This is an optimization exercise on Yosys and OpenROAD, whose aim is small area, not a production implementation.
Only simulation tests tie the RTL to the original design; equivalence was not proved.
Power is estimated from default activity; no workload was simulated.

## rgbi_capture
module rgbi_capture (
    input  wire         clk,
    input  wire         rst,
    input  wire         cmd_valid,
    input  wire [31:0]  cmd_word,
    output reg          resp_valid,
    output reg  [31:0]  resp_word,
    input  wire [26:0]  sys_clk_hz,
    input  wire         csync,
    input  wire         pclk,
    input  wire [3:0]   rgbi,
    output reg          row_we,
    output wire [7:0]   row_idx,
    output reg  [255:0] row_data,
    output reg          frame_done,
    output reg  [31:0]  frame_count,
    output wire         cap_running,
    output wire         in_frame
);
==> flow/config.mk <==
export PLATFORM = sky130hd
export DESIGN_NAME = rgbi_capture
export DESIGN_NICKNAME = rgbi_capture
export VERILOG_FILES = /design/flow/design.v
export SDC_FILE = /design/flow/constraint.sdc
export NUM_CORES = 4
export LEC_CHECK = 0
export CAP_MARGIN = 20
export CORE_MARGIN = 2
export CORE_UTILIZATION = 65
export SLEW_MARGIN = 20
==> flow/constraint.sdc <==
create_clock -name core_clock -period 10.0 [get_ports {clk}]
set_input_delay 2.0000 -clock core_clock [delete_from_list [all_inputs] [get_ports {clk}]]
set_output_delay 2.0000 -clock core_clock [all_outputs]
set_load 0.01 [all_outputs]
standard.sh (not shown) runs the stock make flow with config.mk's settings and CLKGATE_MAP_FILE= SYNTH_SCRIPT=/design/flow/synth_recipe.tcl, a recipe that flattens the netlist after the stock synthesis.
==> flow/flow/run.sh <==
#!/bin/bash
# Layout flow: the standard ORFS flow (standard.sh: the standard yosys
# synthesis script, floorplan, power grid, placement, CTS, routing) with
# three settings changed:
#  - synthesis maps the logic with an area-oriented ABC script
#    (flow/abc_area.script) in place of ORFS's abc_speed.script; ORFS's
#    scripts are copied to orfs_scripts/ and only that file is replaced,
#    so the flip-flops and every other synthesis step are unchanged;
#  - each input and output port gets a buffer of the smallest buffer cell
#    (sky130_fd_sc_hd__buf_1) instead of the default choice;
#  - the clock tree is built from clkbuf_8 cells in clusters of at most
#    16 sinks, without dummy loads.
# make's output goes to flow_make.log in this folder; each ORFS step
# writes its own full log under orfs/logs/.
set -euo pipefail
rm -rf orfs_scripts
cp -r "$FLOW_HOME/scripts" orfs_scripts
cp flow/abc_area.script orfs_scripts/abc_speed.script
CTS="-sink_clustering_enable -repair_clock_nets -dont_use_dummy_load"
CTS="$CTS -buf_list {sky130_fd_sc_hd__clkbuf_8}"
CTS="$CTS -sink_clustering_size 16 -sink_clustering_max_diameter 100"
bash standard.sh \
    "SCRIPTS_DIR=$PWD/orfs_scripts" \
    "BUFFER_PORTS_ARGS=-buffer_cell sky130_fd_sc_hd__buf_1" \
    "CTS_ARGS=$CTS" \
    finish > flow_make.log 2>&1
==> flow/flow/abc_area.script <==
&get -n
&st
&syn3
&dch -f
&nf -R 1000 -p
&st
&syn2
&if -g -K 6
&synch2
&nf -R 1000 -p
&st
&dch -f
&nf -R 1000 -p
&put
The starting point completed with no timing, DRC or antenna violations.
==> next run, changes <==
Settings changed: CORE_UTILIZATION 65 to 55.
=> Clock skew drops by 0.040 ns; area after synthesis stays the same; design area climbs slightly; cell count climbs by a few percent.
==> next run, changes <==
Settings changed: CORE_UTILIZATION 55 to 40.
What happened: Routed wire length increases by a few percent. Combinational power barely changes. Maximum frequency drops slightly. Flip-flop and latch count does not change.

---

rgbi_capture, a different RTL version from the one above (not shown whole).
Size in the first run: ~1600 cells after synthesis, roughly 470 flip-flops, about 400 I/O pins, roughly 19000 sq um of cells after synthesis.
Settings: LEC_CHECK=0, CAP_MARGIN=20, CORE_MARGIN=2, CORE_UTILIZATION=40, SLEW_MARGIN=20; clock period 10.0 ns.
==> flow/flow/run.sh <==
#!/bin/bash
# Layout flow: the standard ORFS flow (standard.sh, unchanged synthesis,
# floorplan, power grid, placement, routing), with two settings changed:
#  - each input and output port gets a buffer of the smallest buffer cell
#    (sky130_fd_sc_hd__buf_1) instead of the default choice;
#  - the clock tree is built from clkbuf_8 cells in clusters of at most
#    16 sinks, without dummy loads.
# make's output goes to flow_make.log in this folder; each ORFS step
# writes its own full log under orfs/logs/.
set -euo pipefail
CTS="-sink_clustering_enable -repair_clock_nets -dont_use_dummy_load"
CTS="$CTS -buf_list {sky130_fd_sc_hd__clkbuf_8}"
CTS="$CTS -sink_clustering_size 16 -sink_clustering_max_diameter 100"
bash standard.sh \
    "BUFFER_PORTS_ARGS=-buffer_cell sky130_fd_sc_hd__buf_1" \
    "CTS_ARGS=$CTS" \
    finish > flow_make.log 2>&1
The first run completed with no timing, DRC or antenna violations.
Then changed:
--- a/flow/flow/run.sh
+++ b/flow/flow/run.sh
@@ -2,2 +2,7 @@
-# Layout flow: the standard ORFS flow (standard.sh, unchanged synthesis,
-# floorplan, power grid, placement, routing), with two settings changed:
+# Layout flow: the standard ORFS flow (standard.sh: the standard yosys
+# synthesis script, floorplan, power grid, placement, CTS, routing) with
+# three settings changed:
+#  - synthesis maps the logic with an area-oriented ABC script
+#    (flow/abc_area.script) in place of ORFS's abc_speed.script; ORFS's
+#    scripts are copied to orfs_scripts/ and only that file is replaced,
+#    so the flip-flops and every other synthesis step are unchanged;
@@ -10,0 +16,3 @@
+rm -rf orfs_scripts
+cp -r "$FLOW_HOME/scripts" orfs_scripts
+cp flow/abc_area.script orfs_scripts/abc_speed.script
@@ -14,0 +23 @@
+    "SCRIPTS_DIR=$PWD/orfs_scripts" \
==> flow/flow/abc_area.script (new file) <==
&get -n
&st
&syn3
&dch -f
&nf -R 1000 -p
&st
&syn2
&if -g -K 6
&synch2
&nf -R 1000 -p
&st
&dch -f
&nf -R 1000 -p
&put
- fmax drops by a little under a tenth
- sequential power drops by a few percent
- cell area drops slightly
- worst hold slack barely changes
- clock skew climbs by 15 ps
- global-route usage climbs by 0.13 points

## port drivers added, routing unchanged
No port has a modelled driver above. Below, the same layouts with a new extraction and two added sets of constraints.
Step 1: set_driving_cell puts a clkbuf_16 on clk and a buf_2 on each other input, an assumption about the parent block.
Step 2 also shifts input and output timing later by t, the mid clock arrival at the registers, as if the neighbouring blocks saw the same clock.
Three values: no drivers, after step 1, after step 2; two values: the first two.
run	t, ns	setup slack, ns	worst setup path after step 2
the first run of note 1	0.589	0.454 / 0.481 / -0.108	input to register
the second run of note 1	0.603	0.728 / 0.758 / 0.155	input to register
the third run of note 1	0.634	0.650 / 0.676 / 0.042	input to register
the first run of note 2	0.641	2.243 / 2.275 / 1.634	input to register
the second run of note 2	0.631	1.646 / 1.632 / 1.001	input to register
Met with ideal ports but missed after step 2: setup timing in the first run of note 1. For the second run of note 2, which loses most, drivers alone change the setup slack by -0.014 ns; drivers and shift together by -0.645 ns.
